Context: an optimization exercise on an open-source flow, tuned for small area, a short achievable clock period and few clock cycles. The choices shown serve that exercise and are no tape-out recipe.
In this exercise RTL edits were held to simulation tests only and were not proved equivalent to the original.
No activity file was given, so power comes from the tool's default toggle rates.

**flow/run.sh**
```bash
#!/bin/bash
# Layout flow: the standard flow (standard.sh, ORFS) unchanged except
# that the port buffers are buf_2 cells rather than the default delay-cell
# buffers (clkdlybuf4s50_1), which are larger and slow every port's path.
# Each make step's full output is in orfs/logs/; make's own output goes to
# standard.log here.
set -euo pipefail
export BUFFER_PORTS_ARGS="-buffer_cell sky130_fd_sc_hd__buf_2"
bash standard.sh finish > standard.log 2>&1
```
**standard.sh**
```bash
#!/bin/bash
# synth_recipe.tcl (not shown) runs the flow's synth.tcl, then flattens the netlist and writes it again
# the make line also repeats each setting of config.mk as NAME=value (left out here)
make -C /OpenROAD-flow-scripts/flow DESIGN_CONFIG=/design/flow/config.mk WORK_HOME=/design/flow/orfs CLKGATE_MAP_FILE= SYNTH_SCRIPT=/design/flow/synth_recipe.tcl "${@:-finish}"
```
**config.mk**
```make
export PLATFORM = sky130hd
export DESIGN_NAME = cwt_enc
export DESIGN_NICKNAME = cwt_enc
export VERILOG_FILES = /design/flow/design.v
export SDC_FILE = /design/flow/constraint.sdc
export NUM_CORES = 4
export LEC_CHECK = 0
export ABC_CLOCK_PERIOD_IN_PS = 3500
export CAP_MARGIN = 20
export CORE_MARGIN = 2
export CORE_UTILIZATION = 45
export SETUP_SLACK_MARGIN = 5
export SLEW_MARGIN = 20
```
**constraint.sdc**
```tcl
create_clock -name core_clock -period 9.0 [get_ports {clk}]
set_input_delay 1.8000 -clock core_clock [delete_from_list [all_inputs] [get_ports {clk}]]
set_output_delay 1.8000 -clock core_clock [all_outputs]
set_load 0.01 [all_outputs]
```
**design.v**
```verilog
module cwt_crc16 (
    input  wire [127:0] m,
    output wire [31:0]  c
);
    wire t128 = m[5] ^ m[14];
    wire t129 = m[4] ^ m[33];
    wire t130 = m[6] ^ m[44];
    wire t131 = m[8] ^ m[29];
    wire t132 = m[7] ^ m[22];
    wire t133 = m[32] ^ m[75];
    wire t134 = m[3] ^ m[76];
    wire t135 = m[47] ^ m[67];
    wire t136 = m[10] ^ m[96];
    wire t137 = m[12] ^ m[98];
    wire t138 = m[21] ^ m[77];
    wire t139 = m[24] ^ m[80];
    wire t140 = m[30] ^ m[68];
    wire t141 = m[48] ^ m[69];
    wire t142 = m[83] ^ m[103];
    wire t143 = m[23] ^ t131;
    wire t144 = m[34] ^ t128;
    wire t145 = m[11] ^ m[45];
    wire t146 = m[2] ^ m[118];
    wire t147 = m[15] ^ m[16];
    wire t148 = m[17] ^ m[70];
    wire t149 = m[20] ^ m[99];
    wire t150 = m[27] ^ m[37];
    wire t151 = m[28] ^ m[38];
    wire t152 = m[35] ^ m[36];
    wire t153 = m[39] ^ m[40];
    wire t154 = m[56] ^ m[71];
    wire t155 = m[57] ^ m[72];
    wire t156 = m[13] ^ t129;
    wire t157 = m[9] ^ m[95];
    wire t158 = m[19] ^ m[100];
    wire t159 = m[25] ^ m[41];
    wire t160 = m[26] ^ m[42];
    wire t161 = m[31] ^ m[74];
    wire t162 = m[43] ^ m[119];
    wire t163 = m[46] ^ m[66];
    wire t164 = m[49] ^ m[122];
    wire t165 = m[50] ^ m[123];
    wire t166 = m[51] ^ m[124];
    wire t167 = m[52] ^ m[73];
    wire t168 = m[53] ^ m[126];
    wire t169 = m[54] ^ m[62];
    wire t170 = m[79] ^ m[101];
    wire t171 = m[78] ^ t132;
    wire t172 = m[105] ^ t133;
    wire t173 = m[125] ^ t130;
    wire t174 = m[1] ^ m[85];
    wire t175 = m[18] ^ m[58];
    wire t176 = m[59] ^ m[82];
    wire t177 = m[102] ^ t139;
    wire t178 = m[104] ^ t141;
    wire t179 = m[115] ^ t142;
    wire t180 = m[120] ^ t135;
    wire t181 = m[65] ^ t144;
    wire t182 = m[91] ^ t143;
    wire t183 = m[0] ^ m[88];
    wire t184 = m[60] ^ m[89];
    wire t185 = m[61] ^ m[84];
    wire t186 = m[64] ^ m[121];
    wire t187 = m[81] ^ m[127];
    wire t188 = m[86] ^ m[106];
    wire t189 = m[87] ^ m[94];
    wire t190 = m[90] ^ m[110];
    wire t191 = m[63] ^ t134;
    wire t192 = m[92] ^ t137;
    wire t193 = m[97] ^ t145;
    wire t194 = m[108] ^ t147;
    wire t195 = m[111] ^ t138;
    wire t196 = m[107] ^ t140;
    wire t197 = m[109] ^ t136;
    wire t198 = m[112] ^ t154;
    wire t199 = m[113] ^ t155;
    wire t200 = t169 ^ t176;
    wire t201 = t152 ^ t171;
    wire t202 = t156 ^ t158;
    wire t203 = m[48] ^ t167;
    wire t204 = m[93] ^ t146;
    wire t205 = m[114] ^ t148;
    wire t206 = m[116] ^ t162;
    wire t207 = m[117] ^ t174;
    wire t208 = t151 ^ t157;
    wire t209 = t150 ^ t196;
    wire t210 = t166 ^ t172;
    wire t211 = t173 ^ t199;
    wire t212 = t153 ^ t182;
    wire t213 = m[46] ^ m[89];
    wire t214 = m[18] ^ t170;
    wire t215 = m[55] ^ t168;
    wire t216 = m[63] ^ t164;
    wire t217 = m[103] ^ t161;
    wire t218 = t149 ^ t163;
    wire t219 = t160 ^ t185;
    wire t220 = t175 ^ t187;
    wire t221 = m[0] ^ t193;
    wire t222 = t165 ^ t194;
    wire t223 = t197 ^ t201;
    wire t224 = m[15] ^ m[100];
    wire t225 = m[17] ^ m[114];
    wire t226 = m[25] ^ m[47];
    wire t227 = m[30] ^ m[99];
    wire t228 = m[51] ^ m[107];
    wire t229 = m[53] ^ m[70];
    wire t230 = m[75] ^ m[118];
    wire t231 = m[7] ^ t155;
    wire t232 = m[8] ^ t189;
    wire t233 = m[16] ^ t188;
    wire t234 = m[52] ^ t190;
    wire t235 = m[59] ^ t159;
    wire t236 = m[68] ^ t149;
    wire t237 = m[69] ^ t189;
    wire t238 = m[71] ^ t139;
    wire t239 = m[86] ^ t184;
    wire t240 = m[14] ^ t179;
    wire t241 = m[38] ^ t192;
    wire t242 = m[43] ^ t178;
    wire t243 = m[73] ^ t177;
    wire t244 = m[106] ^ t208;
    wire t245 = t166 ^ t198;
    wire t246 = t180 ^ t195;
    wire t247 = m[29] ^ t181;
    wire t248 = m[3] ^ m[72];
    wire t249 = m[4] ^ m[121];
    wire t250 = m[5] ^ m[74];
    wire t251 = m[6] ^ m[80];
    wire t252 = m[9] ^ m[112];
    wire t253 = m[11] ^ m[94];
    wire t254 = m[13] ^ m[57];
    wire t255 = m[19] ^ m[39];
    wire t256 = m[26] ^ m[37];
    wire t257 = m[27] ^ m[62];
    wire t258 = m[28] ^ m[120];
    wire t259 = m[31] ^ m[101];
    wire t260 = m[33] ^ m[36];
    wire t261 = m[42] ^ m[109];
    wire t262 = m[45] ^ m[108];
    wire t263 = m[49] ^ m[77];
    wire t264 = m[56] ^ m[58];
    wire t265 = m[61] ^ m[127];
    wire t266 = m[88] ^ m[102];
    wire t267 = m[90] ^ m[93];
    wire t268 = m[96] ^ m[126];
    wire t269 = m[111] ^ m[127];
    wire t270 = m[1] ^ t136;
    wire t271 = m[20] ^ t134;
    wire t272 = m[23] ^ t130;
    wire t273 = m[32] ^ t186;
    wire t274 = m[41] ^ t133;
    wire t275 = m[55] ^ t161;
    wire t276 = m[64] ^ t132;
    wire t277 = m[65] ^ t153;
    wire t278 = m[76] ^ t163;
    wire t279 = m[78] ^ t137;
    wire t280 = m[82] ^ t147;
    wire t281 = m[84] ^ t167;
    wire t282 = m[87] ^ t183;
    wire t283 = m[91] ^ t140;
    wire t284 = m[93] ^ t135;
    wire t285 = m[101] ^ t226;
    wire t286 = m[113] ^ t150;
    wire t287 = m[117] ^ t227;
    wire t288 = m[123] ^ t188;
    wire t289 = t128 ^ t146;
    wire t290 = t129 ^ t186;
    wire t291 = t140 ^ t165;
    wire t292 = t148 ^ t224;
    wire t293 = t151 ^ t229;
    wire t294 = t159 ^ t213;
    wire t295 = m[66] ^ t178;
    wire t296 = m[67] ^ t195;
    wire t297 = m[79] ^ t177;
    wire t298 = m[85] ^ t205;
    wire t299 = m[98] ^ t200;
    wire t300 = t143 ^ t170;
    wire t301 = t145 ^ t207;
    wire t302 = t154 ^ t172;
    wire t303 = t168 ^ t278;
    wire t304 = t192 ^ t214;
    wire t305 = t198 ^ t233;
    wire t306 = t200 ^ t219;
    wire t307 = t203 ^ t215;
    wire t308 = m[35] ^ t202;
    wire t309 = m[40] ^ t221;
    wire t310 = m[97] ^ t209;
    wire t311 = t141 ^ t240;
    wire t312 = t180 ^ t202;
    wire t313 = t181 ^ t218;
    wire t314 = t183 ^ t241;
    wire t315 = m[6] ^ m[112];
    wire t316 = m[8] ^ m[61];
    wire t317 = m[10] ^ m[80];
    wire t318 = m[12] ^ m[119];
    wire t319 = m[16] ^ m[43];
    wire t320 = m[19] ^ m[122];
    wire t321 = m[22] ^ m[40];
    wire t322 = m[23] ^ m[39];
    wire t323 = m[24] ^ m[76];
    wire t324 = m[24] ^ m[94];
    wire t325 = m[26] ^ m[58];
    wire t326 = m[34] ^ m[95];
    wire t327 = m[36] ^ m[110];
    wire t328 = m[44] ^ m[60];
    wire t329 = m[50] ^ m[81];
    wire t330 = m[54] ^ m[122];
    wire t331 = m[71] ^ m[84];
    wire t332 = m[77] ^ m[111];
    wire t333 = m[78] ^ m[105];
    wire t334 = m[81] ^ m[94];
    wire t335 = m[88] ^ m[125];
    wire t336 = m[95] ^ m[108];
    wire t337 = m[97] ^ m[121];
    wire t338 = m[103] ^ m[119];
    wire t339 = m[104] ^ m[115];
    wire t340 = m[107] ^ m[110];
    wire t341 = m[2] ^ t152;
    wire t342 = m[3] ^ t146;
    wire t343 = m[7] ^ t175;
    wire t344 = m[15] ^ t157;
    wire t345 = m[21] ^ t184;
    wire t346 = m[35] ^ t249;
    wire t347 = m[45] ^ t168;
    wire t348 = m[46] ^ t257;
    wire t349 = m[47] ^ t138;
    wire t350 = m[54] ^ t265;
    wire t351 = m[67] ^ t251;
    wire t352 = m[70] ^ t263;
    wire t353 = m[73] ^ t162;
    wire t354 = m[74] ^ t253;
    wire t355 = m[83] ^ t137;
    wire t356 = m[92] ^ t184;
    wire t357 = m[98] ^ t176;
    wire t358 = m[102] ^ t138;
    wire t359 = m[104] ^ t142;
    wire t360 = m[109] ^ t248;
    wire t361 = m[114] ^ t169;
    wire t362 = m[116] ^ t225;
    wire t363 = m[124] ^ t264;
    wire t364 = m[125] ^ t131;
    wire t365 = t128 ^ t160;
    wire t366 = t132 ^ t260;
    wire t367 = t136 ^ t174;
    wire t368 = t151 ^ t190;
    wire t369 = t164 ^ t175;
    wire t370 = t164 ^ t228;
    wire t371 = t185 ^ t317;
    wire t372 = t230 ^ t255;
    wire t373 = t250 ^ t258;
    wire t374 = t261 ^ t268;
    wire t375 = t267 ^ t335;
    wire t376 = t321 ^ t338;
    wire t377 = m[11] ^ t220;
    wire t378 = m[13] ^ t216;
    wire t379 = m[20] ^ t191;
    wire t380 = m[27] ^ t206;
    wire t381 = m[28] ^ t156;
    wire t382 = m[42] ^ t294;
    wire t383 = m[50] ^ t237;
    wire t384 = m[55] ^ t204;
    wire t385 = m[59] ^ t285;
    wire t386 = m[60] ^ t282;
    wire t387 = m[64] ^ t217;
    wire t388 = m[79] ^ t234;
    wire t389 = m[92] ^ t238;
    wire t390 = m[120] ^ t144;
    wire t391 = t130 ^ t289;
    wire t392 = t133 ^ t216;
    wire t393 = t148 ^ t207;
    wire t394 = t152 ^ t191;
    wire t395 = t156 ^ t193;
    wire t396 = t157 ^ t287;
    wire t397 = t158 ^ t237;
    wire t398 = t159 ^ t206;
    wire t399 = t160 ^ t270;
    wire t400 = t162 ^ t205;
    wire t401 = t170 ^ t236;
    wire t402 = t171 ^ t332;
    wire t403 = t173 ^ t232;
    wire t404 = t178 ^ t326;
    wire t405 = t179 ^ t269;
    wire t406 = t179 ^ t316;
    wire t407 = t180 ^ t213;
    wire t408 = t187 ^ t290;
    wire t409 = t194 ^ t349;
    wire t410 = t204 ^ t277;
    wire t411 = t206 ^ t254;
    wire t412 = t214 ^ t256;
    wire t413 = t217 ^ t235;
    wire t414 = t218 ^ t231;
    wire t415 = t220 ^ t284;
    wire t416 = t232 ^ t344;
    wire t417 = t239 ^ t351;
    wire t418 = t259 ^ t367;
    wire t419 = t262 ^ t293;
    wire t420 = t266 ^ t274;
    wire t421 = t275 ^ t283;
    wire t422 = t331 ^ t358;
    wire t423 = m[17] ^ t300;
    wire t424 = m[49] ^ t209;
    wire t425 = m[72] ^ t222;
    wire t426 = m[87] ^ t302;
    wire t427 = m[116] ^ t295;
    wire t428 = t129 ^ t211;
    wire t429 = t149 ^ t210;
    wire t430 = t186 ^ t298;
    wire t431 = t197 ^ t297;
    wire t432 = t201 ^ t244;
    wire t433 = t210 ^ t281;
    wire t434 = t211 ^ t228;
    wire t435 = t231 ^ t242;
    wire t436 = t234 ^ t400;
    wire t437 = t243 ^ t328;
    wire t438 = t245 ^ t340;
    wire t439 = t245 ^ t353;
    wire t440 = t246 ^ t376;
    wire t441 = t246 ^ t389;
    wire t442 = t272 ^ t304;
    wire t443 = t273 ^ t299;
    wire t444 = t288 ^ t307;
    wire t445 = t296 ^ t396;
    wire t446 = t301 ^ t323;
    wire t447 = t306 ^ t352;
    wire r0_0 = m[18] ^ m[22];
    wire r0_1 = m[33] ^ m[56];
    wire r0_2 = m[99] ^ r0_0;
    wire r0_3 = r0_1 ^ t135;
    wire r0_4 = t185 ^ t252;
    wire r0_5 = t334 ^ r0_2;
    wire r0_6 = r0_3 ^ r0_4;
    wire r0_7 = t270 ^ t279;
    wire r0_8 = t292 ^ t342;
    wire r0_9 = t348 ^ t359;
    wire r0_10 = r0_5 ^ r0_6;
    wire r0_11 = r0_7 ^ r0_8;
    wire r0_12 = r0_9 ^ t221;
    wire r0_13 = t392 ^ t398;
    wire r0_14 = t421 ^ r0_10;
    wire r0_15 = r0_11 ^ r0_12;
    wire r0_16 = r0_13 ^ t247;
    wire r0_17 = t437 ^ r0_14;
    wire r0_18 = r0_15 ^ r0_16;
    wire r0_19 = r0_17 ^ r0_18;
    assign c[0] = r0_19;
    wire r1_0 = m[10] ^ m[113];
    wire r1_1 = m[119] ^ m[2];
    wire r1_2 = m[57] ^ m[62];
    wire r1_3 = m[81] ^ m[99];
    wire r1_4 = r1_0 ^ r1_1;
    wire r1_5 = r1_2 ^ r1_3;
    wire r1_6 = t163 ^ t226;
    wire r1_7 = t258 ^ r1_4;
    wire r1_8 = r1_5 ^ r1_6;
    wire r1_9 = t191 ^ t193;
    wire r1_10 = t207 ^ t219;
    wire r1_11 = t280 ^ t291;
    wire r1_12 = r1_10 ^ r1_11;
    wire r1_13 = r1_7 ^ r1_8;
    wire r1_14 = r1_9 ^ t302;
    wire r1_15 = t387 ^ t404;
    wire r1_16 = r1_12 ^ r1_13;
    wire r1_17 = r1_14 ^ r1_15;
    wire r1_18 = t308 ^ t442;
    wire r1_19 = r1_16 ^ r1_17;
    wire r1_20 = r1_18 ^ r1_19;
    assign c[1] = r1_20;
    wire r2_0 = m[82] ^ m[96];
    wire r2_1 = r2_0 ^ t145;
    wire r2_2 = t259 ^ t263;
    wire r2_3 = t325 ^ r2_1;
    wire r2_4 = r2_2 ^ t177;
    wire r2_5 = t204 ^ t233;
    wire r2_6 = t348 ^ t355;
    wire r2_7 = r2_3 ^ r2_4;
    wire r2_8 = r2_5 ^ r2_6;
    wire r2_9 = t394 ^ r2_7;
    wire r2_10 = r2_8 ^ t247;
    wire r2_11 = t312 ^ t429;
    wire r2_12 = t430 ^ t435;
    wire r2_13 = r2_10 ^ r2_11;
    wire r2_14 = r2_12 ^ r2_9;
    wire r2_15 = r2_13 ^ r2_14;
    assign c[2] = r2_15;
    wire r3_0 = t188 ^ t318;
    wire r3_1 = t329 ^ t333;
    wire r3_2 = r3_0 ^ r3_1;
    wire r3_3 = t179 ^ t203;
    wire r3_4 = t273 ^ t292;
    wire r3_5 = t369 ^ r3_2;
    wire r3_6 = r3_3 ^ r3_4;
    wire r3_7 = t381 ^ t385;
    wire r3_8 = t394 ^ t403;
    wire r3_9 = t422 ^ r3_5;
    wire r3_10 = r3_6 ^ r3_7;
    wire r3_11 = r3_8 ^ t310;
    wire r3_12 = t313 ^ r3_10;
    wire r3_13 = r3_11 ^ r3_9;
    wire r3_14 = r3_12 ^ r3_13;
    assign c[3] = r3_14;
    wire r4_0 = m[6] ^ m[85];
    wire r4_1 = r4_0 ^ t347;
    wire r4_2 = t357 ^ t370;
    wire r4_3 = r4_1 ^ r4_2;
    wire r4_4 = t386 ^ t387;
    wire r4_5 = t412 ^ t422;
    wire r4_6 = r4_3 ^ r4_4;
    wire r4_7 = r4_5 ^ t247;
    wire r4_8 = t312 ^ t425;
    wire r4_9 = t427 ^ t432;
    wire r4_10 = r4_6 ^ r4_7;
    wire r4_11 = r4_8 ^ r4_9;
    wire r4_12 = r4_10 ^ r4_11;
    assign c[4] = r4_12;
    wire r5_0 = m[121] ^ m[38];
    wire r5_1 = r5_0 ^ t255;
    wire r5_2 = t266 ^ r5_1;
    wire r5_3 = t203 ^ t350;
    wire r5_4 = t359 ^ r5_2;
    wire r5_5 = r5_3 ^ t210;
    wire r5_6 = t300 ^ t393;
    wire r5_7 = t417 ^ r5_4;
    wire r5_8 = r5_5 ^ r5_6;
    wire r5_9 = t223 ^ t313;
    wire r5_10 = t424 ^ t425;
    wire r5_11 = r5_10 ^ r5_7;
    wire r5_12 = r5_8 ^ r5_9;
    wire r5_13 = r5_11 ^ r5_12;
    assign c[5] = r5_13;
    wire r6_0 = m[1] ^ t150;
    wire r6_1 = r6_0 ^ t173;
    wire r6_2 = t191 ^ t345;
    wire r6_3 = t355 ^ r6_1;
    wire r6_4 = r6_2 ^ t210;
    wire r6_5 = t305 ^ t383;
    wire r6_6 = t388 ^ t398;
    wire r6_7 = t419 ^ r6_3;
    wire r6_8 = r6_4 ^ r6_5;
    wire r6_9 = r6_6 ^ t212;
    wire r6_10 = t223 ^ t313;
    wire r6_11 = r6_10 ^ r6_7;
    wire r6_12 = r6_8 ^ r6_9;
    wire r6_13 = r6_11 ^ r6_12;
    assign c[6] = r6_13;
    wire r7_0 = m[109] ^ m[37];
    wire r7_1 = m[41] ^ m[54];
    wire r7_2 = r7_0 ^ r7_1;
    wire r7_3 = r7_2 ^ t219;
    wire r7_4 = t276 ^ t282;
    wire r7_5 = t287 ^ t292;
    wire r7_6 = t341 ^ r7_3;
    wire r7_7 = r7_4 ^ r7_5;
    wire r7_8 = t244 ^ t303;
    wire r7_9 = t388 ^ t395;
    wire r7_10 = r7_6 ^ r7_7;
    wire r7_11 = r7_8 ^ r7_9;
    wire r7_12 = t212 ^ t434;
    wire r7_13 = t441 ^ r7_10;
    wire r7_14 = r7_11 ^ r7_12;
    wire r7_15 = r7_13 ^ r7_14;
    assign c[7] = r7_15;
    wire r8_0 = m[100] ^ m[118];
    wire r8_1 = m[121] ^ r8_0;
    wire r8_2 = t248 ^ t252;
    wire r8_3 = t262 ^ t319;
    wire r8_4 = t327 ^ r8_1;
    wire r8_5 = r8_2 ^ r8_3;
    wire r8_6 = t238 ^ t361;
    wire r8_7 = r8_4 ^ r8_5;
    wire r8_8 = r8_6 ^ t181;
    wire r8_9 = t209 ^ t307;
    wire r8_10 = t382 ^ t402;
    wire r8_11 = t415 ^ t418;
    wire r8_12 = r8_10 ^ r8_11;
    wire r8_13 = r8_7 ^ r8_8;
    wire r8_14 = r8_9 ^ t212;
    wire r8_15 = t314 ^ r8_12;
    wire r8_16 = r8_13 ^ r8_14;
    wire r8_17 = r8_15 ^ r8_16;
    assign c[8] = r8_17;
    wire r9_0 = m[22] ^ m[96];
    wire r9_1 = r9_0 ^ t230;
    wire r9_2 = t267 ^ r9_1;
    wire r9_3 = t286 ^ t360;
    wire r9_4 = r9_2 ^ r9_3;
    wire r9_5 = t181 ^ t304;
    wire r9_6 = t306 ^ t405;
    wire r9_7 = t417 ^ t419;
    wire r9_8 = r9_4 ^ r9_5;
    wire r9_9 = r9_6 ^ r9_7;
    wire r9_10 = t212 ^ t308;
    wire r9_11 = t427 ^ r9_10;
    wire r9_12 = r9_8 ^ r9_9;
    wire r9_13 = r9_11 ^ r9_12;
    assign c[9] = r9_13;
    wire r10_0 = m[18] ^ m[66];
    wire r10_1 = r10_0 ^ t225;
    wire r10_2 = t330 ^ r10_1;
    wire r10_3 = t192 ^ t217;
    wire r10_4 = t271 ^ t272;
    wire r10_5 = t285 ^ t368;
    wire r10_6 = r10_2 ^ r10_3;
    wire r10_7 = r10_4 ^ r10_5;
    wire r10_8 = t202 ^ t301;
    wire r10_9 = t410 ^ r10_6;
    wire r10_10 = r10_7 ^ r10_8;
    wire r10_11 = t223 ^ t426;
    wire r10_12 = r10_10 ^ r10_11;
    wire r10_13 = r10_9 ^ r10_12;
    assign c[10] = r10_13;
    wire r11_0 = m[19] ^ m[48];
    wire r11_1 = r11_0 ^ t134;
    wire r11_2 = t318 ^ t324;
    wire r11_3 = t327 ^ t339;
    wire r11_4 = r11_1 ^ r11_2;
    wire r11_5 = r11_3 ^ t144;
    wire r11_6 = t288 ^ r11_4;
    wire r11_7 = r11_5 ^ t296;
    wire r11_8 = t384 ^ t395;
    wire r11_9 = t412 ^ t414;
    wire r11_10 = t420 ^ r11_6;
    wire r11_11 = r11_7 ^ r11_8;
    wire r11_12 = r11_9 ^ t212;
    wire r11_13 = r11_10 ^ r11_11;
    wire r11_14 = r11_12 ^ r11_13;
    assign c[11] = r11_14;
    wire r12_0 = m[0] ^ m[116];
    wire r12_1 = r12_0 ^ t315;
    wire r12_2 = t333 ^ r12_1;
    wire r12_3 = t144 ^ t271;
    wire r12_4 = t363 ^ r12_2;
    wire r12_5 = r12_3 ^ t241;
    wire r12_6 = t243 ^ t382;
    wire r12_7 = t416 ^ r12_4;
    wire r12_8 = r12_5 ^ r12_6;
    wire r12_9 = t308 ^ t424;
    wire r12_10 = t440 ^ r12_7;
    wire r12_11 = r12_8 ^ r12_9;
    wire r12_12 = r12_10 ^ r12_11;
    assign c[12] = r12_12;
    wire r13_0 = m[113] ^ m[117];
    wire r13_1 = r13_0 ^ t249;
    wire r13_2 = t254 ^ t315;
    wire r13_3 = t322 ^ t329;
    wire r13_4 = r13_1 ^ r13_2;
    wire r13_5 = r13_3 ^ t375;
    wire r13_6 = r13_4 ^ r13_5;
    wire r13_7 = t242 ^ t390;
    wire r13_8 = t399 ^ t401;
    wire r13_9 = t409 ^ t413;
    wire r13_10 = r13_6 ^ r13_7;
    wire r13_11 = r13_8 ^ r13_9;
    wire r13_12 = t432 ^ r13_10;
    wire r13_13 = r13_11 ^ r13_12;
    assign c[13] = r13_13;
    wire r14_0 = m[100] ^ m[126];
    wire r14_1 = m[58] ^ r14_0;
    wire r14_2 = t160 ^ t253;
    wire r14_3 = t337 ^ r14_1;
    wire r14_4 = r14_2 ^ t172;
    wire r14_5 = t205 ^ t280;
    wire r14_6 = t286 ^ t345;
    wire r14_7 = t370 ^ r14_3;
    wire r14_8 = r14_4 ^ r14_5;
    wire r14_9 = r14_6 ^ t242;
    wire r14_10 = t297 ^ t391;
    wire r14_11 = r14_10 ^ r14_7;
    wire r14_12 = r14_8 ^ r14_9;
    wire r14_13 = t212 ^ t223;
    wire r14_14 = r14_11 ^ r14_12;
    wire r14_15 = r14_13 ^ r14_14;
    assign c[14] = r14_15;
    wire r15_0 = m[105] ^ m[30];
    wire r15_1 = r15_0 ^ t134;
    wire r15_2 = t150 ^ t164;
    wire r15_3 = t187 ^ r15_1;
    wire r15_4 = r15_2 ^ t235;
    wire r15_5 = t238 ^ t366;
    wire r15_6 = r15_3 ^ r15_4;
    wire r15_7 = r15_5 ^ t222;
    wire r15_8 = t244 ^ t406;
    wire r15_9 = r15_6 ^ r15_7;
    wire r15_10 = r15_8 ^ t309;
    wire r15_11 = t436 ^ t442;
    wire r15_12 = r15_10 ^ r15_11;
    wire r15_13 = r15_9 ^ r15_12;
    assign c[15] = r15_13;
    wire r16_0 = m[106] ^ m[65];
    wire r16_1 = r16_0 ^ t165;
    wire r16_2 = t322 ^ r16_1;
    wire r16_3 = t280 ^ t293;
    wire r16_4 = t354 ^ t360;
    wire r16_5 = t365 ^ r16_2;
    wire r16_6 = r16_3 ^ r16_4;
    wire r16_7 = t384 ^ t392;
    wire r16_8 = t402 ^ t406;
    wire r16_9 = r16_5 ^ r16_6;
    wire r16_10 = r16_7 ^ r16_8;
    wire r16_11 = t310 ^ t312;
    wire r16_12 = t439 ^ r16_10;
    wire r16_13 = r16_11 ^ r16_9;
    wire r16_14 = r16_12 ^ r16_13;
    assign c[16] = r16_14;
    wire r17_0 = m[68] ^ m[75];
    wire r17_1 = m[83] ^ r17_0;
    wire r17_2 = t153 ^ t161;
    wire r17_3 = t169 ^ t324;
    wire r17_4 = r17_1 ^ r17_2;
    wire r17_5 = r17_3 ^ t208;
    wire r17_6 = t271 ^ t279;
    wire r17_7 = t281 ^ t290;
    wire r17_8 = r17_4 ^ r17_5;
    wire r17_9 = r17_6 ^ r17_7;
    wire r17_10 = t211 ^ t222;
    wire r17_11 = t295 ^ t380;
    wire r17_12 = t390 ^ r17_10;
    wire r17_13 = r17_11 ^ r17_8;
    wire r17_14 = r17_9 ^ t423;
    wire r17_15 = t438 ^ r17_12;
    wire r17_16 = r17_13 ^ r17_14;
    wire r17_17 = r17_15 ^ r17_16;
    assign c[17] = r17_17;
    wire r18_0 = m[29] ^ m[34];
    wire r18_1 = m[45] ^ m[69];
    wire r18_2 = m[76] ^ r18_0;
    wire r18_3 = r18_1 ^ t159;
    wire r18_4 = r18_2 ^ r18_3;
    wire r18_5 = t194 ^ t215;
    wire r18_6 = t277 ^ t343;
    wire r18_7 = t346 ^ t373;
    wire r18_8 = r18_4 ^ r18_5;
    wire r18_9 = r18_6 ^ r18_7;
    wire r18_10 = t211 ^ t298;
    wire r18_11 = t378 ^ r18_10;
    wire r18_12 = r18_8 ^ r18_9;
    wire r18_13 = t431 ^ t433;
    wire r18_14 = t445 ^ r18_11;
    wire r18_15 = r18_12 ^ r18_13;
    wire r18_16 = r18_14 ^ r18_15;
    assign c[18] = r18_16;
    wire r19_0 = m[110] ^ m[115];
    wire r19_1 = m[33] ^ m[77];
    wire r19_2 = r19_0 ^ r19_1;
    wire r19_3 = t158 ^ t167;
    wire r19_4 = t230 ^ t251;
    wire r19_5 = t330 ^ r19_2;
    wire r19_6 = r19_3 ^ r19_4;
    wire r19_7 = t220 ^ t291;
    wire r19_8 = t364 ^ t365;
    wire r19_9 = r19_5 ^ r19_6;
    wire r19_10 = r19_7 ^ r19_8;
    wire r19_11 = t303 ^ t305;
    wire r19_12 = t413 ^ r19_10;
    wire r19_13 = r19_11 ^ r19_9;
    wire r19_14 = t223 ^ t309;
    wire r19_15 = t430 ^ r19_12;
    wire r19_16 = r19_13 ^ r19_14;
    wire r19_17 = r19_15 ^ r19_16;
    assign c[19] = r19_17;
    wire r20_0 = m[123] ^ m[25];
    wire r20_1 = m[37] ^ m[86];
    wire r20_2 = r20_0 ^ r20_1;
    wire r20_3 = t136 ^ r20_2;
    wire r20_4 = t191 ^ t199;
    wire r20_5 = t347 ^ t366;
    wire r20_6 = r20_3 ^ r20_4;
    wire r20_7 = r20_5 ^ t182;
    wire r20_8 = t243 ^ t391;
    wire r20_9 = t397 ^ t401;
    wire r20_10 = t405 ^ r20_6;
    wire r20_11 = r20_7 ^ r20_8;
    wire r20_12 = r20_9 ^ t438;
    wire r20_13 = t447 ^ r20_10;
    wire r20_14 = r20_11 ^ r20_12;
    wire r20_15 = r20_13 ^ r20_14;
    assign c[20] = r20_15;
    wire r21_0 = m[124] ^ m[52];
    wire r21_1 = m[65] ^ r21_0;
    wire r21_2 = t135 ^ t154;
    wire r21_3 = t225 ^ t256;
    wire r21_4 = t336 ^ r21_1;
    wire r21_5 = r21_2 ^ r21_3;
    wire r21_6 = t195 ^ t236;
    wire r21_7 = t274 ^ t276;
    wire r21_8 = t289 ^ t350;
    wire r21_9 = t369 ^ r21_4;
    wire r21_10 = r21_5 ^ r21_6;
    wire r21_11 = r21_7 ^ r21_8;
    wire r21_12 = t182 ^ t383;
    wire r21_13 = t418 ^ r21_10;
    wire r21_14 = r21_11 ^ r21_12;
    wire r21_15 = r21_9 ^ t314;
    wire r21_16 = t428 ^ r21_13;
    wire r21_17 = r21_14 ^ r21_15;
    wire r21_18 = r21_16 ^ r21_17;
    assign c[21] = r21_18;
    wire r22_0 = m[21] ^ m[51];
    wire r22_1 = m[95] ^ r22_0;
    wire r22_2 = t161 ^ t165;
    wire r22_3 = t261 ^ t264;
    wire r22_4 = t334 ^ r22_1;
    wire r22_5 = r22_2 ^ r22_3;
    wire r22_6 = t173 ^ t235;
    wire r22_7 = t239 ^ t284;
    wire r22_8 = t362 ^ t371;
    wire r22_9 = t372 ^ r22_4;
    wire r22_10 = r22_5 ^ r22_6;
    wire r22_11 = r22_7 ^ r22_8;
    wire r22_12 = t182 ^ t240;
    wire r22_13 = t303 ^ t378;
    wire r22_14 = r22_10 ^ r22_11;
    wire r22_15 = r22_12 ^ r22_13;
    wire r22_16 = r22_9 ^ t314;
    wire r22_17 = t435 ^ r22_14;
    wire r22_18 = r22_15 ^ r22_16;
    wire r22_19 = r22_17 ^ r22_18;
    assign c[22] = r22_19;
    wire r23_0 = m[14] ^ m[44];
    wire r23_1 = r23_0 ^ t153;
    wire r23_2 = t190 ^ t268;
    wire r23_3 = t339 ^ r23_1;
    wire r23_4 = r23_2 ^ t203;
    wire r23_5 = t276 ^ t291;
    wire r23_6 = t356 ^ r23_3;
    wire r23_7 = r23_4 ^ r23_5;
    wire r23_8 = t411 ^ t415;
    wire r23_9 = t416 ^ r23_6;
    wire r23_10 = r23_7 ^ r23_8;
    wire r23_11 = t429 ^ t446;
    wire r23_12 = t447 ^ r23_10;
    wire r23_13 = r23_11 ^ r23_9;
    wire r23_14 = r23_12 ^ r23_13;
    assign c[23] = r23_14;
    wire r24_0 = m[50] ^ m[53];
    wire r24_1 = m[5] ^ r24_0;
    wire r24_2 = t134 ^ t227;
    wire r24_3 = t320 ^ r24_1;
    wire r24_4 = r24_2 ^ t143;
    wire r24_5 = t177 ^ t357;
    wire r24_6 = t375 ^ r24_3;
    wire r24_7 = r24_4 ^ r24_5;
    wire r24_8 = t305 ^ t377;
    wire r24_9 = t393 ^ t404;
    wire r24_10 = r24_6 ^ r24_7;
    wire r24_11 = r24_8 ^ r24_9;
    wire r24_12 = t433 ^ t440;
    wire r24_13 = r24_10 ^ r24_11;
    wire r24_14 = r24_12 ^ r24_13;
    assign c[24] = r24_14;
    wire r25_0 = m[102] ^ m[15];
    wire r25_1 = m[23] ^ m[77];
    wire r25_2 = r25_0 ^ r25_1;
    wire r25_3 = t174 ^ t320;
    wire r25_4 = r25_2 ^ r25_3;
    wire r25_5 = t346 ^ t371;
    wire r25_6 = r25_4 ^ r25_5;
    wire r25_7 = t221 ^ t299;
    wire r25_8 = t379 ^ t380;
    wire r25_9 = t407 ^ r25_6;
    wire r25_10 = r25_7 ^ r25_8;
    wire r25_11 = t247 ^ t426;
    wire r25_12 = t434 ^ t444;
    wire r25_13 = r25_10 ^ r25_11;
    wire r25_14 = r25_12 ^ r25_9;
    wire r25_15 = r25_13 ^ r25_14;
    assign c[25] = r25_15;
    wire r26_0 = m[90] ^ t130;
    wire r26_1 = t142 ^ r26_0;
    wire r26_2 = t196 ^ t216;
    wire r26_3 = t279 ^ t341;
    wire r26_4 = t361 ^ t363;
    wire r26_5 = t373 ^ r26_1;
    wire r26_6 = r26_2 ^ r26_3;
    wire r26_7 = r26_4 ^ t386;
    wire r26_8 = t408 ^ t409;
    wire r26_9 = t414 ^ r26_5;
    wire r26_10 = r26_6 ^ r26_7;
    wire r26_11 = r26_8 ^ t444;
    wire r26_12 = t446 ^ r26_10;
    wire r26_13 = r26_11 ^ r26_9;
    wire r26_14 = r26_12 ^ r26_13;
    assign c[26] = r26_14;
    wire r27_0 = m[124] ^ m[41];
    wire r27_1 = m[7] ^ r27_0;
    wire r27_2 = t138 ^ t183;
    wire r27_3 = t229 ^ t252;
    wire r27_4 = t260 ^ r27_1;
    wire r27_5 = r27_2 ^ r27_3;
    wire r27_6 = t239 ^ r27_4;
    wire r27_7 = r27_5 ^ t222;
    wire r27_8 = t377 ^ t403;
    wire r27_9 = t411 ^ r27_6;
    wire r27_10 = r27_7 ^ r27_8;
    wire r27_11 = t310 ^ t311;
    wire r27_12 = t431 ^ t443;
    wire r27_13 = r27_10 ^ r27_11;
    wire r27_14 = r27_12 ^ r27_9;
    wire r27_15 = r27_13 ^ r27_14;
    assign c[27] = r27_15;
    wire r28_0 = m[117] ^ m[16];
    wire r28_1 = m[24] ^ r28_0;
    wire r28_2 = t250 ^ t336;
    wire r28_3 = r28_1 ^ r28_2;
    wire r28_4 = t200 ^ t283;
    wire r28_5 = t286 ^ t342;
    wire r28_6 = t343 ^ t364;
    wire r28_7 = t368 ^ t374;
    wire r28_8 = r28_3 ^ r28_4;
    wire r28_9 = r28_5 ^ r28_6;
    wire r28_10 = r28_7 ^ t397;
    wire r28_11 = t407 ^ t420;
    wire r28_12 = r28_10 ^ r28_11;
    wire r28_13 = r28_8 ^ r28_9;
    wire r28_14 = t439 ^ r28_12;
    wire r28_15 = r28_13 ^ r28_14;
    assign c[28] = r28_15;
    wire r29_0 = m[120] ^ t131;
    wire r29_1 = t141 ^ t142;
    wire r29_2 = t183 ^ t269;
    wire r29_3 = t337 ^ r29_0;
    wire r29_4 = r29_1 ^ r29_2;
    wire r29_5 = t208 ^ t356;
    wire r29_6 = t372 ^ t374;
    wire r29_7 = r29_3 ^ r29_4;
    wire r29_8 = r29_5 ^ r29_6;
    wire r29_9 = t379 ^ t385;
    wire r29_10 = t421 ^ r29_7;
    wire r29_11 = r29_8 ^ r29_9;
    wire r29_12 = t428 ^ t436;
    wire r29_13 = r29_10 ^ r29_11;
    wire r29_14 = r29_12 ^ r29_13;
    assign c[29] = r29_14;
    wire r30_0 = m[12] ^ t190;
    wire r30_1 = t224 ^ t257;
    wire r30_2 = t325 ^ r30_0;
    wire r30_3 = r30_1 ^ t171;
    wire r30_4 = t191 ^ t215;
    wire r30_5 = t236 ^ t294;
    wire r30_6 = t354 ^ t362;
    wire r30_7 = r30_2 ^ r30_3;
    wire r30_8 = r30_4 ^ r30_5;
    wire r30_9 = r30_6 ^ t408;
    wire r30_10 = t410 ^ r30_7;
    wire r30_11 = r30_8 ^ r30_9;
    wire r30_12 = t311 ^ t441;
    wire r30_13 = r30_10 ^ r30_11;
    wire r30_14 = r30_12 ^ r30_13;
    assign c[30] = r30_14;
    wire r31_0 = m[72] ^ m[90];
    wire r31_1 = r31_0 ^ t163;
    wire r31_2 = t265 ^ t319;
    wire r31_3 = r31_1 ^ r31_2;
    wire r31_4 = t204 ^ t275;
    wire r31_5 = r31_3 ^ r31_4;
    wire r31_6 = t381 ^ t399;
    wire r31_7 = r31_5 ^ r31_6;
    wire r31_8 = t309 ^ t311;
    wire r31_9 = t423 ^ t437;
    wire r31_10 = t443 ^ t445;
    wire r31_11 = r31_10 ^ r31_7;
    wire r31_12 = r31_8 ^ r31_9;
    wire r31_13 = r31_11 ^ r31_12;
    assign c[31] = r31_13;
endmodule
module cwt_quant (
    input  wire        s,
    input  wire [10:0] e,
    input  wire [16:0] x,
    input  wire        trunc_mode,    
    output wire [15:0] q,
    output wire        clip
);
    wire        inr  = (e >= 11'd1022) && (e <= 11'd1038);
    wire        huge = (e >= 11'd1039);            
    wire [16:0] y    = inr ? x : 17'd0;            
    wire [15:0] ip   = y[16:1];
    wire        rh   = ~trunc_mode & y[0];
    wire [15:0] a    = ip ^ {16{s}};
    wire        ci   = rh ^ s;
    reg  [15:0] sum;
    integer i;
    always @* begin
        for (i = 0; i < 16; i = i + 1)
            sum[i] = a[i] ^ (ci & ((a & ((16'd1 << i) - 16'd1)) == ((16'd1 << i) - 16'd1)));
    end
    wire        cpos = ip[15] | ((&ip[14:0]) & rh);
    wire        cneg = ip[15] & ((|ip[14:0]) | rh);
    assign clip = huge | (s ? cneg : cpos);
    assign q    = clip ? {s, {15{~s}}} : sum;
endmodule
module cwt_f32cvt (
    input  wire        s,
    input  wire [10:0] e,
    input  wire [23:0] x,
    input  wire        sticky,
    output wire [31:0] f
);
    wire        ovf    = (e > 11'd1150);
    wire        normal = (e >= 11'd897);
    wire [7:0]  exp8   = normal ? {~e[7], e[6:0]} : 8'd0;    
    wire        rup    = x[0] & (sticky | x[1]);
    wire [30:0] base   = {exp8, x[23:1]};
    reg  [30:0] rnd;
    integer i;
    always @* begin
        for (i = 0; i < 31; i = i + 1)
            rnd[i] = base[i] ^ (rup & ((base & ((31'd1 << i) - 31'd1)) == ((31'd1 << i) - 31'd1)));
    end
    assign f = {s, ovf ? 31'h7F800000 : rnd};
endmodule
module cwt_lane_pre #(
    parameter LATE = 0           
) (
    input  wire [63:0] v,
    input  wire        raw,
    input  wire        fq,        
    output wire [63:0] w,
    output wire        nan
);
    wire [10:0] e = v[62:52];
    wire [4:0]  aq     = 5'd22 - e[4:0];                
    wire        normal = (e >= 11'd897);
    wire        tiny   = (e <= 11'd870);                 
    wire [4:0]  dsh    = 5'd1 - e[4:0];                  
    wire [4:0]  af     = normal ? 5'd0 : (tiny ? 5'd26 : dsh);
    wire [24:0] sig    = {1'b1, v[51:28]};
    wire [24:0] x;
    generate
        if (LATE) begin : g_two
            wire [24:0] xq = sig >> aq;
            wire [24:0] xf = sig >> af;
            assign x = raw ? sig : (fq ? xq : xf);
        end else begin : g_one
            wire [4:0] sh = raw ? 5'd0 : (fq ? aq : af);
            assign x = sig >> sh;
        end
    endgenerate
    wire [25:0] lmask  = ~(26'h3FFFFFF << af);
    wire        lost   = ~raw & (|(sig & lmask[24:0]));
    assign nan = (&e) && (|v[51:0]);
    assign w   = {v[63:52], x[23:0], v[27:1], v[0] | lost};
endmodule
module cwt_lane_post (
    input  wire [63:0] w,
    input  wire        trunc_mode,
    output wire [15:0] q,
    output wire        clip,
    output wire [31:0] f
);
    cwt_quant  u_q (.s(w[63]), .e(w[62:52]), .x(w[44:28]), .trunc_mode(trunc_mode), .q(q), .clip(clip));
    cwt_f32cvt u_f (.s(w[63]), .e(w[62:52]), .x(w[51:28]), .sticky(|w[27:0]), .f(f));
endmodule
module cwt_enc (
    input  wire         clk,
    input  wire         rst,
    input  wire         cmd_valid,
    output wire         cmd_ready,
    input  wire [3:0]   cmd_op,
    input  wire         cmd_chan,
    input  wire         cmd_part,
    input  wire [255:0] cmd_data,
    output reg          rsp_valid,
    output reg  [63:0]  rsp_result,
    output reg  [2:0]   rsp_fault,
    output reg  [5:0]   rsp_len,
    output reg  [255:0] rsp_bytes
);
    localparam OP_EINIT  = 4'd0;
    localparam OP_CRCB   = 4'd1;
    localparam OP_CRCF   = 4'd2;
    localparam OP_CRCV   = 4'd3;
    localparam OP_QNT    = 4'd4;
    localparam OP_ENCV   = 4'd5;
    localparam OP_ENCREC = 4'd6;
    localparam OP_RDCLIP = 4'd7;
    localparam OP_RDREC  = 4'd8;
    localparam OP_RDSTAT = 4'd9;
    localparam F_NONE     = 3'd0;
    localparam F_PROTOCOL = 3'd5;
    localparam F_ILLEGAL  = 3'd6;
    localparam F_NUMERIC  = 3'd7;
    reg [31:0]  crc;         
    reg [31:0]  clip0;
    reg [31:0]  clip1;
    reg [31:0]  reccnt;
    reg [1:0]   fmt;
    reg         alg;
    reg         encon;
    reg         integrity;
    reg         ready;
    assign cmd_ready = ready;
    wire accept = cmd_valid & ready;
    wire raw_l0 = (cmd_op == OP_CRCB) | (cmd_op == OP_CRCV) | ((fmt == 2'd0) & (cmd_op != OP_QNT));
    wire fq_l0  = (cmd_op == OP_QNT) | (fmt == 2'd1) | ((fmt == 2'd2) & ~((cmd_op == OP_ENCV) & cmd_part));
    wire raw_hi = (fmt == 2'd0);
    wire [255:0] w_d;
    wire [3:0]   nan_d;
    cwt_lane_pre #(.LATE(1)) u_p0 (.v(cmd_data[63:0]),    .raw(raw_l0), .fq(fq_l0),             .w(w_d[63:0]),    .nan(nan_d[0]));
    cwt_lane_pre u_p1 (.v(cmd_data[127:64]),  .raw(raw_hi), .fq(fmt == 2'd1),       .w(w_d[127:64]),  .nan(nan_d[1]));
    cwt_lane_pre u_p2 (.v(cmd_data[191:128]), .raw(raw_hi), .fq(fmt[0] ^ fmt[1]),   .w(w_d[191:128]), .nan(nan_d[2]));
    cwt_lane_pre u_p3 (.v(cmd_data[255:192]), .raw(raw_hi), .fq(fmt == 2'd1),       .w(w_d[255:192]), .nan(nan_d[3]));
    reg         m_v;
    reg [3:0]   op;
    reg         chan;
    reg         part;
    reg [255:0] w;
    reg [3:0]   nan;
    always @(posedge clk) begin
        op   <= cmd_op;
        chan <= cmd_chan;
        part <= cmd_part;
        w    <= w_d;
        nan  <= nan_d;
        if (rst) begin
            m_v   <= 1'b0;
            ready <= 1'b1;
            fmt   <= 2'd0;
            alg   <= 1'b0;
            encon <= 1'b0;
        end else begin
            m_v   <= accept;
            ready <= ~(accept & (((cmd_op == OP_ENCREC) & (fmt == 2'd0) & encon) |
                                 (cmd_op == OP_CRCF) | (cmd_op == OP_CRCV)));
            if (accept & (cmd_op == OP_EINIT)) begin
                fmt   <= cmd_data[1:0];
                alg   <= cmd_data[2];
                encon <= 1'b1;
            end
        end
    end
    wire is_einit  = (op == OP_EINIT);
    wire is_crcb   = (op == OP_CRCB);
    wire is_crcf   = (op == OP_CRCF);
    wire is_crcv   = (op == OP_CRCV);
    wire is_qnt    = (op == OP_QNT);
    wire is_encv   = (op == OP_ENCV);
    wire is_encrec = (op == OP_ENCREC);
    wire is_rdclip = (op == OP_RDCLIP);
    wire is_rdrec  = (op == OP_RDREC);
    wire is_rdstat = (op == OP_RDSTAT);
    wire is_illegal = (op >= 4'd10);
    wire [15:0] q0, q1, q2, q3;
    wire        c0, c1, c2, c3;
    wire [31:0] f0, f1, f2, f3;
    cwt_lane_post u_l0 (.w(w[63:0]),    .trunc_mode(~alg & ~(part & ~is_encrec)), .q(q0), .clip(c0), .f(f0));
    cwt_lane_post u_l1 (.w(w[127:64]),  .trunc_mode(1'b0), .q(q1), .clip(c1), .f(f1));
    cwt_lane_post u_l2 (.w(w[191:128]), .trunc_mode(~alg), .q(q2), .clip(c2), .f(f2));
    cwt_lane_post u_l3 (.w(w[255:192]), .trunc_mode(1'b0), .q(q3), .clip(c3), .f(f3));
    wire uses_enc = is_qnt | is_encv | is_encrec;
    wire any_nan  = is_encrec ? (|nan) : nan[0];
    reg  [2:0] fault;
    always @* begin
        if (is_illegal)                fault = F_ILLEGAL;
        else if (uses_enc & ~encon)    fault = F_PROTOCOL;
        else if (uses_enc & any_nan)   fault = F_NUMERIC;
        else                           fault = F_NONE;
    end
    wire ok = (fault == F_NONE);
    wire i16_re = fmt[0] ^ fmt[1];             
    wire i16_im = (fmt == 2'd1);
    wire i16_v  = part ? i16_im : i16_re;      
    wire lay_raw = (fmt == 2'd0) | is_crcb;
    wire lay_f32 = (fmt == 2'd3) | ((fmt == 2'd2) & is_encv & part);
    wire lay_mix = (fmt == 2'd2) & ~is_encv;
    reg [127:0] bytes_lo;
    always @* begin
        if (lay_raw)      bytes_lo = w[127:0];
        else if (lay_f32) bytes_lo = {f3, f2, f1, f0};
        else if (lay_mix) bytes_lo = {32'd0, f3, q2, f1, q0};
        else              bytes_lo = {64'd0, q3, q2, q1, q0};
    end
    reg [5:0] len;
    reg [5:0] fk;      
    reg       two;     
    always @* begin
        len = 6'd0; fk = 6'd0; two = 1'b0;
        if (ok) begin
            if (is_crcb) fk = 6'b000001;
            else if (is_encrec) begin
                case (fmt)
                    2'd0: begin len = 6'd32; fk = 6'b100000; two = 1'b1; end
                    2'd1: begin len = 6'd8;  fk = 6'b001000; end
                    2'd2: begin len = 6'd12; fk = 6'b010000; end
                    default: begin len = 6'd16; fk = 6'b100000; end
                endcase
            end else if (is_encv) begin
                case (fmt)
                    2'd0: begin len = 6'd8; fk = 6'b001000; end
                    2'd1: begin len = 6'd2; fk = 6'b000010; end
                    2'd2: if (part) begin len = 6'd4; fk = 6'b000100; end
                          else      begin len = 6'd2; fk = 6'b000010; end
                    default: begin len = 6'd4; fk = 6'b000100; end
                endcase
            end
        end
    end
    wire s_two = is_encrec & (fmt == 2'd0);
    wire s12   = is_encrec & (fmt == 2'd2);
    wire s8    = (is_encrec & (fmt == 2'd1)) | (is_encv & (fmt == 2'd0));
    wire s4    = is_encv & ((fmt == 2'd3) | ((fmt == 2'd2) & part));
    wire s2    = is_encv & ((fmt == 2'd1) | ((fmt == 2'd2) & ~part));
    reg [127:0] bytes_hi;
    always @* begin
        bytes_hi = 128'd0;
        if (s_two)                    bytes_hi = w[255:128];
        else if (s12)                 bytes_hi[127:32] = {f3, q2, f1, q0};
        else if (s8)                  bytes_hi[127:64] = lay_raw ? w[63:0] : {q3, q2, q1, q0};
        else if (s4)                  bytes_hi[127:96] = f0;
        else if (s2)                  bytes_hi[127:112] = q0;
        else                          bytes_hi[127:120] = w[7:0];
    end
    wire [1:0] inc0 = is_encrec ? ({1'b0, c0 & i16_re} + {1'b0, c1 & i16_im})
                                : {1'b0, c0 & (is_qnt | i16_v) & ~chan};
    wire [1:0] inc1 = is_encrec ? ({1'b0, c2 & i16_re} + {1'b0, c3 & i16_im})
                                : {1'b0, c0 & (is_qnt | i16_v) & chan};
    reg  [1:0] r_inc0, r_inc1;
    wire [31:0] clip0_n = add02(clip0, r_inc0);
    wire [31:0] clip1_n = add02(clip1, r_inc1);
    function [30:0] inc31(input [30:0] x, input c);
        integer i;
        begin
            for (i = 0; i < 31; i = i + 1)
                inc31[i] = x[i] ^ (c & ((x & ((31'd1 << i) - 31'd1)) == ((31'd1 << i) - 31'd1)));
        end
    endfunction
    function [31:0] inc32(input [31:0] x);
        integer i;
        begin
            for (i = 0; i < 32; i = i + 1)
                inc32[i] = x[i] ^ ((x & ((32'd1 << i) - 32'd1)) == ((32'd1 << i) - 32'd1));
        end
    endfunction
    function [31:0] add02(input [31:0] x, input [1:0] a);
        begin
            add02 = {inc31(x[31:1], a[1] | (a[0] & x[0])), x[0] ^ a[0]};
        end
    endfunction
    reg [5:0]  r_fk;        
    reg        r_two;       
    reg        r_lo;        
    reg        r_hs;        
    reg        crcf_pend;   
    reg        crcv_pend;
    reg [127:0] fm;
    reg [31:0]  post;
    always @* begin
        fm = (rsp_bytes[127:0] & {128{r_lo}}) | (rsp_bytes[255:128] & {128{r_hs}});
        if (r_fk[5])           fm[31:0]    = fm[31:0]    ^ crc;
        if (r_fk[4])           fm[63:32]   = fm[63:32]   ^ crc;
        if (r_fk[3])           fm[95:64]   = fm[95:64]   ^ crc;
        if (r_fk[2])           fm[127:96]  = fm[127:96]  ^ crc;
        if (r_fk[1])           fm[127:112] = fm[127:112] ^ crc[15:0];
        if (r_fk[0])           fm[127:120] = fm[127:120] ^ crc[7:0];
        post = r_fk[1] ? {16'd0, crc[31:16]} : r_fk[0] ? {8'd0, crc[31:8]} :
               (r_lo | r_hs) ? 32'd0 : crc;
    end
    wire [31:0] fold;
    cwt_crc16 u_crc (.m(fm), .c(fold));
    wire [31:0] crc_next = fold ^ post;
    wire crcv_eq = (~crc == rsp_result[31:0]);
    reg [63:0] result;
    always @* begin
        result = 64'd0;
        if (is_crcv)                result = {32'd0, w[31:0]};
        if (is_qnt & ok)            result = {{48{q0[15]}}, q0};
        if (is_encrec & ok)         result = 64'd1;
        if (is_rdclip)              result = {32'd0, chan ? clip1_n : clip0_n};
        if (is_rdrec)               result = {32'd0, reccnt};
        if (is_rdstat)              result = {51'd0, alg, 2'b00, fmt, 2'b00, encon, integrity, 1'b0, encon, 2'b00};
    end
    always @(posedge clk) begin
        if (crcf_pend) begin
            rsp_result <= {32'd0, ~crc};
            rsp_fault  <= F_NONE;
            rsp_len    <= 6'd0;
        end else if (crcv_pend) begin
            rsp_result <= {63'd0, crcv_eq};
            rsp_fault  <= F_NONE;
            rsp_len    <= 6'd0;
        end else begin
            rsp_result <= result;
            rsp_fault  <= fault;
            rsp_len    <= len;
        end
        rsp_bytes[127:0]   <= r_two ? rsp_bytes[255:128] : bytes_lo;
        rsp_bytes[255:128] <= bytes_hi;
        if (rst) begin
            rsp_valid <= 1'b0;
            r_fk      <= 6'd0;
            r_two     <= 1'b0;
            r_lo      <= 1'b0;
            r_hs      <= 1'b0;
            crcf_pend <= 1'b0;
            crcv_pend <= 1'b0;
            r_inc0    <= 2'd0;
            r_inc1    <= 2'd0;
            crc       <= 32'hFFFFFFFF;
            clip0     <= 32'd0;
            clip1     <= 32'd0;
            reccnt    <= 32'd0;
            integrity <= 1'b0;
        end else begin
            rsp_valid <= (m_v & ~is_crcf & ~is_crcv) | crcf_pend | crcv_pend;
            crcf_pend <= m_v & is_crcf;
            crcv_pend <= m_v & is_crcv;
            r_fk      <= (m_v ? fk : 6'd0) | {r_two, 5'd0};
            r_two     <= m_v & two;
            r_lo      <= (m_v & fk[5]) | r_two;
            r_hs      <= m_v & (|fk[4:0]);
            r_inc0    <= (m_v & ok & uses_enc) ? inc0 : 2'd0;
            r_inc1    <= (m_v & ok & uses_enc) ? inc1 : 2'd0;
            crc       <= crc_next;
            clip0     <= clip0_n;
            clip1     <= clip1_n;
            if (crcv_pend & ~crcv_eq) integrity <= 1'b1;
            if (m_v) begin
                if (is_einit) begin
                    crc       <= 32'hFFFFFFFF;
                    clip0     <= 32'd0;
                    clip1     <= 32'd0;
                    reccnt    <= 32'd0;
                    integrity <= 1'b0;
                end else if (ok & is_encrec) begin
                    reccnt <= inc32(reccnt);
                end
            end
        end
    end
endmodule
```
==> flow_summary.json, run 1 <==
{
  "outcome": "finished clean",
  "synth_edf_count": 0,
  "synthCells": 6439,
  "yosys_warnings": 3,
  "numCtsBuffers": 80,
  "cp-startpoint": "w[227]",
  "vias_per_cell": 6.92,
  "grt-ovfl-total": 0,
  "grt_pass1_vias": 52756,
  "antenna_found_initial": 49,
  "num_rows": 126,
  "start_util_pct": 45.4,
  "grt_pass1_wl_mm": 453,
  "nNetsFinal": 7184,
  "cp_data_required_time_ns": 9.37,
  "area_growth_pct": 18.2,
  "fin_tns_setup_ns": 0,
  "gp_congestion": 1.14,
  "worst_slew_pin_slew_ns": 1.43,
  "rr_startpoint": "w[227]",
  "portBuffers": 594,
  "async_flop_share_pct": 0,
  "ys.flop_type": "dfxtp_1",
  "ys_seq_elements": 713,
  "grt_max_degree": 121,
  "synth.most_common_cell": "nand2_1",
  "synth_top_cell_area_share_pct": 26.6,
  "die_area_um2": 122000,
  "cts_sinks": 713,
  "wl_mm": 343,
  "min_period_ns": 4.31,
  "report.final.slew_viol_count": 0,
  "synth_common_cells": "nand2_1, xnor2_1, dfxtp_1, nor2_1, o21ai_0",
  "dp_slack_ns": 3.36,
  "synthTopCellsByArea": "dfxtp_1, xnor2_1, nand2_1, xor2_1, mux2i_1",
  "synth_area_per_cell_um2": 8.34,
  "clk_pin_slew_worst_paths_ns": 0.06,
  "syn_nets": 6744,
  "ant_nets": 0,
  "cts_tree": "built",
  "hold_class": "reg -> reg",
  "grt.total_usage_pct": 53.8,
  "drtIter0Drc": 11061,
  "yosys.area.top_type": "dfxtp_1",
  "synth_area_um2": 53700,
  "clk_latency_ns": 0.72,
  "vias": 58854,
  "slew-limit-headroom_pct": 4.89,
  "fmaxAchievable_mhz": 232,
  "critPathLaunchType": "flop",
  "yosysSeqAreaShare_pct": 26.6,
  "end_kind": "flop",
  "drt-wirelength-per-cell_um": 40.4,
  "ir_drop_mv": 0.178,
  "clockBufferDepth": 3,
  "path_max_fanout": 7,
  "worstPathArrival_ns": 4.68,
  "grt_setup_unrepaired": "yes",
  "clock-root-buffer": "clkbuf_16",
  "worstSetupPathType": "reg -> reg",
  "hold_violations": 0,
  "max-cap-violations": 0,
  "final_util_pct": 53.7,
  "die_h_um": 349,
  "dp_hpwl_mm": 266,
  "min_from": "ready",
  "core_um2": 118000,
  "setup_viol": 0,
  "fin_skew_ns": 0.0479,
  "leakage_nw": 24.3,
  "finalWorstSetupSlack_ns": 4.69,
  "ys_types": 121,
  "die_x_um": 349,
  "htreeDepth": 3,
  "dr.pass1.iters": 9,
  "p_per_area_nw_per_um2": 161,
  "ios": 596,
  "fin_crit_sh_pct": 47.9,
  "final_area_um2": 63400,
  "drc": 0,
  "drive_gt1_share_pct": 23.1,
  "placed_area_um2": 58000
}
[critical path, cell delays in order (launching register included)]
cell      delay, ns
dfxtp_1        0.68
and2_1         0.23
nand4_1        0.09
buf_4          0.19
nor4_4         0.34
nand2_1        0.16
nor2_1         0.23
xnor2_1        0.14
o21ai_1        0.28
a222oi_1       0.99
o211ai_1       0.65
[routing by layer]
| metal | up-vias | wire length (um) | GRT usage [%] |
|---|---|---|---|
| li1 | 23718 | - | - |
| met2 | 5450 | 136000 | 75.5 |
| met4 | 40 | 38300 | 47.0 |
| met5 | - | 300 | 1.45 |
| met3 | 1653 | 51100 | 23.1 |
| met1 | 27993 | 117000 | 62.2 |
[power by group]
group | switching [mW] | internal, mW | total (mW)
sequential | 0.588 | 3.37 | 3.96
combinational | 1.83 | 0.970 | 2.80
clock | 1.57 | 1.89 | 3.46
[cell families after synthesis]
logic type	count (synthesis)	synth area share, %
fa+ha+maj	41	0.951
xor+xnor	1254	24.1
other cells	1	0.00699
flops	713	26.6
simple gates	2012	17.4
buf+inv	568	4.89
compound gates	1571	20.7
mux	279	5.36
[sequential cells by signal, indices dropped and copies added (netlist names), 2 cells and up]
signal	count
nan	4
rsp_len	5
rsp_result	33
clip1	32
op	4
crc	32
r_inc0	2
r_inc1	2
r_fk	5
w	256
clip0	32
rsp_fault	3
reccnt	32
rsp_bytes	256
fmt	2
[final timing paths]
path | slack, ns | depth (start not counted) | to
worst max-delay path | 4.69 | 10 | rsp_bytes[248]
worst min-delay path | 0.47 | 2 | m_v
worst max register to register | 4.69 | 10 | rsp_bytes[248]
worst min register to register | 0.47 | 2 | m_v
[metrics by stage]
stage	instances	power (mW)	hold WS [ns]
2_1_floorplan	6439	5.13	0.434
3_3_place_gp	8221	6.47	0.464
3_5_place_dp	8224	6.48	0.467
4_1_cts	8412	9.91	0.473
5_1_grt	8486	10.3	0.503
6_report	8506	10.2	0.472
[area by class of cell]
class	instances	area [um^2]
clock inverter	41	485
tap	1536	1920
fill	11106	54800
inverter	92	418
timing repair inverter	1	5.00
multi-input combinational	5163	38800
antenna	27	67.6
sequential	713	14400
timing repair buffer	828	5170
clock buffer	105	2250
[placed cells by master (no fill, tap or decap), types with 27 or more instances in the layout]
| master | synthesis | final |
|---|---|---|
| xnor2_1 | 760 | 735 |
| mux2i_1 | 246 | 224 |
| a221oi_1 | 49 | 42 |
| nand2_1 | 766 | 755 |
| a22o_1 | 39 | 39 |
| a21oi_1 | 310 | 286 |
| a22oi_2 | 40 | 44 |
| nor3_1 | 112 | 107 |
| o22ai_1 | 63 | 61 |
| a221o_1 | 51 | 51 |
| and2_1 | 55 | 52 |
| nor2b_1 | 33 | 33 |
| nand4_1 | 82 | 82 |
| o21ai_1 | 19 | 41 |
| and3_1 | 72 | 70 |
| a31oi_1 | 52 | 42 |
| xnor2_4 | 23 | 36 |
| dfxtp_2 | 0 | 63 |
| xnor2_2 | 107 | 119 |
| buf_4 | 55 | 197 |
| xor2_1 | 293 | 288 |
| buf_2 | 77 | 590 |
| o221ai_1 | 37 | 35 |
| nand3_1 | 131 | 130 |
| diode_2 | 0 | 27 |
| a22oi_1 | 112 | 108 |
| inv_1 | 90 | 80 |
| nor4_1 | 112 | 105 |
| ha_1 | 40 | 32 |
| clkbuf_16 | 0 | 83 |
| a211oi_1 | 67 | 58 |
| xor2_2 | 47 | 42 |
| nor2_1 | 507 | 488 |
| dfxtp_1 | 713 | 645 |
| o211ai_1 | 34 | 34 |
| o21ai_0 | 400 | 367 |
[timing repair]
item                                    4_1_cts  5_1_grt
endpoints found under the setup margin      245      202
resized for setup                           156      193
pin swaps                                    25       41
cloned                                        6        4
hold buffers                                  0        0
buffers inserted                             36       57
Testbench counts, summed over its fixed seeds: cycles 7,800.
==> inputs of run 2 (changes only) <==
==> flow/run.sh (replaced) <==
#!/bin/bash
# Layout flow: the standard flow (standard.sh, ORFS) unchanged except
# that the port buffers are buf_1 cells rather than the default delay-cell
# buffers (clkdlybuf4s50_1), which are larger and slow every port's path.
# Each make step's full output is in orfs/logs/; make's own output goes to
# standard.log here.
set -euo pipefail
export BUFFER_PORTS_ARGS="-buffer_cell sky130_fd_sc_hd__buf_1"
bash standard.sh finish > standard.log 2>&1
--- a/config.mk
+++ b/config.mk
@@ -6,8 +6,8 @@
 export NUM_CORES = 4
 export LEC_CHECK = 0
 export ABC_CLOCK_PERIOD_IN_PS = 3500
-export CAP_MARGIN = 20
+export CAP_MARGIN = 30
 export CORE_MARGIN = 2
 export CORE_UTILIZATION = 45
 export SETUP_SLACK_MARGIN = 5
-export SLEW_MARGIN = 20
+export SLEW_MARGIN = 30
==> run 2 against run 1 <==
Still clean. Total power rose by 1.7%. Sequential share of layout area increased by 0.14 points. Synthesized cell count did not move. Maximum frequency shrank 0.90%. First-iteration DRC count is 7.8% lower. Sequential power fell by 2%. Routed wire length fell by 1.0%. Global-route usage decreased by 0.54 points. Via count shrank 0.41%. Critical path depth is 2 higher. Register-to-register slack worse by 0.04 ns. Final cell count decreased by 0.12%. Critical path type unchanged. Highest routed layer unchanged.
==> flow_summary.json, run 2 <==
{
  "clk_pin_slew_worst_paths_ns": 0.07,
  "synth.most_common_cell": "nand2_1",
  "clockBufferDepth": 3,
  "leakage_nw": 22.4,
  "ys.flop_type": "dfxtp_1",
  "cp_data_required_time_ns": 9.56,
  "synth_area_um2": 53700,
  "fin_crit_sh_pct": 48.3,
  "cts_sinks": 713,
  "fmaxAchievable_mhz": 230,
  "drive_gt1_share_pct": 15.1,
  "die_h_um": 349,
  "fin_skew_ns": 0.0561,
  "outcome": "finished clean",
  "synth-simple-area-share_pct": 17.4,
  "synthAdderAreaFrac_pct": 0.951,
  "drt-wirelength-per-cell_um": 40.0,
  "finalPower_mw": 10.4,
  "hold_violations": 0,
  "end_kind": "flop",
  "start_util_pct": 45.4,
  "synth_common_cells": "nand2_1, xnor2_1, dfxtp_1, nor2_1, o21ai_0",
  "fin_tns_setup_ns": 0,
  "clk_latency_ns": 0.73,
  "syn_nets": 6744,
  "die_area_um2": 122000,
  "ys_seq_elements": 713,
  "portBuffers": 594,
  "synthTopCellsByArea": "dfxtp_1, xnor2_1, nand2_1, xor2_1, mux2i_1",
  "ir_drop_mv": 0.189,
  "ios": 596,
  "yosys_warnings": 3,
  "hold_class": "reg -> reg",
  "critPathLaunchType": "flop",
  "clock-root-buffer": "clkbuf_16",
  "core_um2": 118000,
  "layout_common_cells": "nand2_1, xnor2_1, dfxtp_1, buf_1, nor2_1",
  "grt.total_usage_pct": 53.3,
  "worstSetupPathType": "reg -> reg",
  "area_growth_pct": 17.2,
  "synth_top_family_by_area": "XOR/XNOR gates",
  "gp_congestion": 1.14,
  "path_max_fanout": 50,
  "synthCells": 6439,
  "synth-compound-area-share_pct": 20.7,
  "vias": 58612,
  "holdBufCountCts": 0,
  "p_per_area_nw_per_um2": 165,
  "num_rows": 126,
  "ys_types": 121,
  "drtIter0Drc": 10200,
  "cts_tree": "built",
  "synth_top_cell_area_share_pct": 26.6,
  "worstPathArrival_ns": 4.91,
  "max-cap-violations": 0,
  "drc": 0,
  "synth_area_per_cell_um2": 8.34,
  "top_regs": "rsp_bytes x256, w x256, rsp_result x33",
  "antenna_found_initial": 27,
  "final_common_cell": "nand2_1",
  "synth_mux_area_share_pct": 5.36,
  "yosys.area.top_type": "dfxtp_1",
  "setup_viol": 0,
  "grt_setup_unrepaired": "yes",
  "dr.pass1.iters": 17,
  "yosysSeqAreaShare_pct": 26.6,
  "worst_slew_pin_slew_ns": 1.22,
  "report.final.slew_viol_count": 0,
  "async_flop_share_pct": 0,
  "synth_xor_xnor_area_share_pct": 24.1,
  "grt_max_degree": 112,
  "dp_hpwl_mm": 266,
  "ant_nets": 0,
  "grt-ovfl-total": 0,
  "min_period_ns": 4.35,
  "grt_pass1_vias": 53017,
  "die_x_um": 349,
  "vias_per_cell": 6.90,
  "htreeDepth": 3,
  "nNetsFinal": 7182,
  "synth_edf_count": 0,
  "grt_pass1_wl_mm": 450,
  "wl_mm": 340,
  "slew-limit-headroom_pct": 18.2,
  "numCtsBuffers": 81
}
## run 2: cell families (layout without fill, tap and decap cells)
logic type | Yosys count | count (layout)
compound gates | 1571 | 1573
xor+xnor | 1254 | 1254
fa+ha+maj | 41 | 41
buf+inv | 568 | 1067
flops | 713 | 713
mux | 279 | 279
other cells | 1 | 19
simple gates | 2012 | 2014
## run 2: area by class of cell
class | count | area [um^2]
Antenna cell | 18 | 45.0
Clock buffer | 97 | 2150
Clock inverter | 51 | 732
Fill cell | 11162 | 55300
Inverter | 92 | 412
Multi-Input combinational cell | 5162 | 39000
Sequential cell | 713 | 14300
Tap cell | 1536 | 1920
Timing Repair Buffer | 827 | 4370
## run 2: worst max-delay path, cell delays in order, from the launching register on
cell and delay (ns):
dfxtp_4 0.47, buf_16 0.26, a22oi_1 0.88, xnor2_2 0.38, xor2_1 0.24, buf_4 0.22, xnor2_2 0.40, xnor2_1 0.18
xnor2_1 0.39, xnor2_1 0.17, xnor2_1 0.29, xnor2_1 0.16, nand2_1 0.06
## run 2: timing repair
item                                    CTS  global route
resized for setup                       162           192
setup buffers                            45            38
cloned                                    6             2
pin swaps                                22            30
endpoints found under the setup margin  253           212
## run 2: per-stage QoR
stage | util, % | hold WS (ns) | instance area (um^2) | setup slack, ns | cells
2_1_floorplan | - | 0.434 | 54300 | 4.64 | 6439
3_3_place_gp | 48.5 | 0.464 | 57300 | 3.64 | 8234
3_5_place_dp | 48.5 | 0.474 | 57400 | 3.49 | 8235
4_1_cts | 52.1 | 0.485 | 61600 | 4.91 | 8434
5_1_grt | 53.2 | 0.505 | 62900 | 4.85 | 8479
6_report | 53.2 | 0.482 | 62900 | 4.65 | 8496
## run 2: per-layer routing
layer,wire length [um],track usage (%),share of wire [%]
met5,294,0.903,0.087
met4,38400,46.6,11
met3,48000,21.4,14
met2,135000,75.5,40
met1,118000,61.9,35
## run 2: worst paths after layout
| kind | from | endpoint | slack [ns] | depth (start not counted) |
|---|---|---|---|---|
| setup / recovery | r_hs | crc[3] | 4.65 | 12 |
| hold reg to reg | rsp_bytes[229] | rsp_bytes[101] | 0.48 | 2 |
| setup reg to reg | r_hs | crc[3] | 4.65 | 12 |
| hold / removal | rsp_bytes[229] | rsp_bytes[101] | 0.48 | 2 |
## run 2: power by group
group,internal [mW],total (mW),switching (mW)
registers,3.37,3.89,0.525
logic,0.952,2.85,1.90
clock network,2.06,3.66,1.60

Setup slack of run 2, layout unchanged: 4.651 ns with ideal ports, 4.651 ns with driving cells assumed (clock clkbuf_16, inputs buf_2), 4.256 ns with port delays also shifted by the 0.802 ns mid clock arrival.
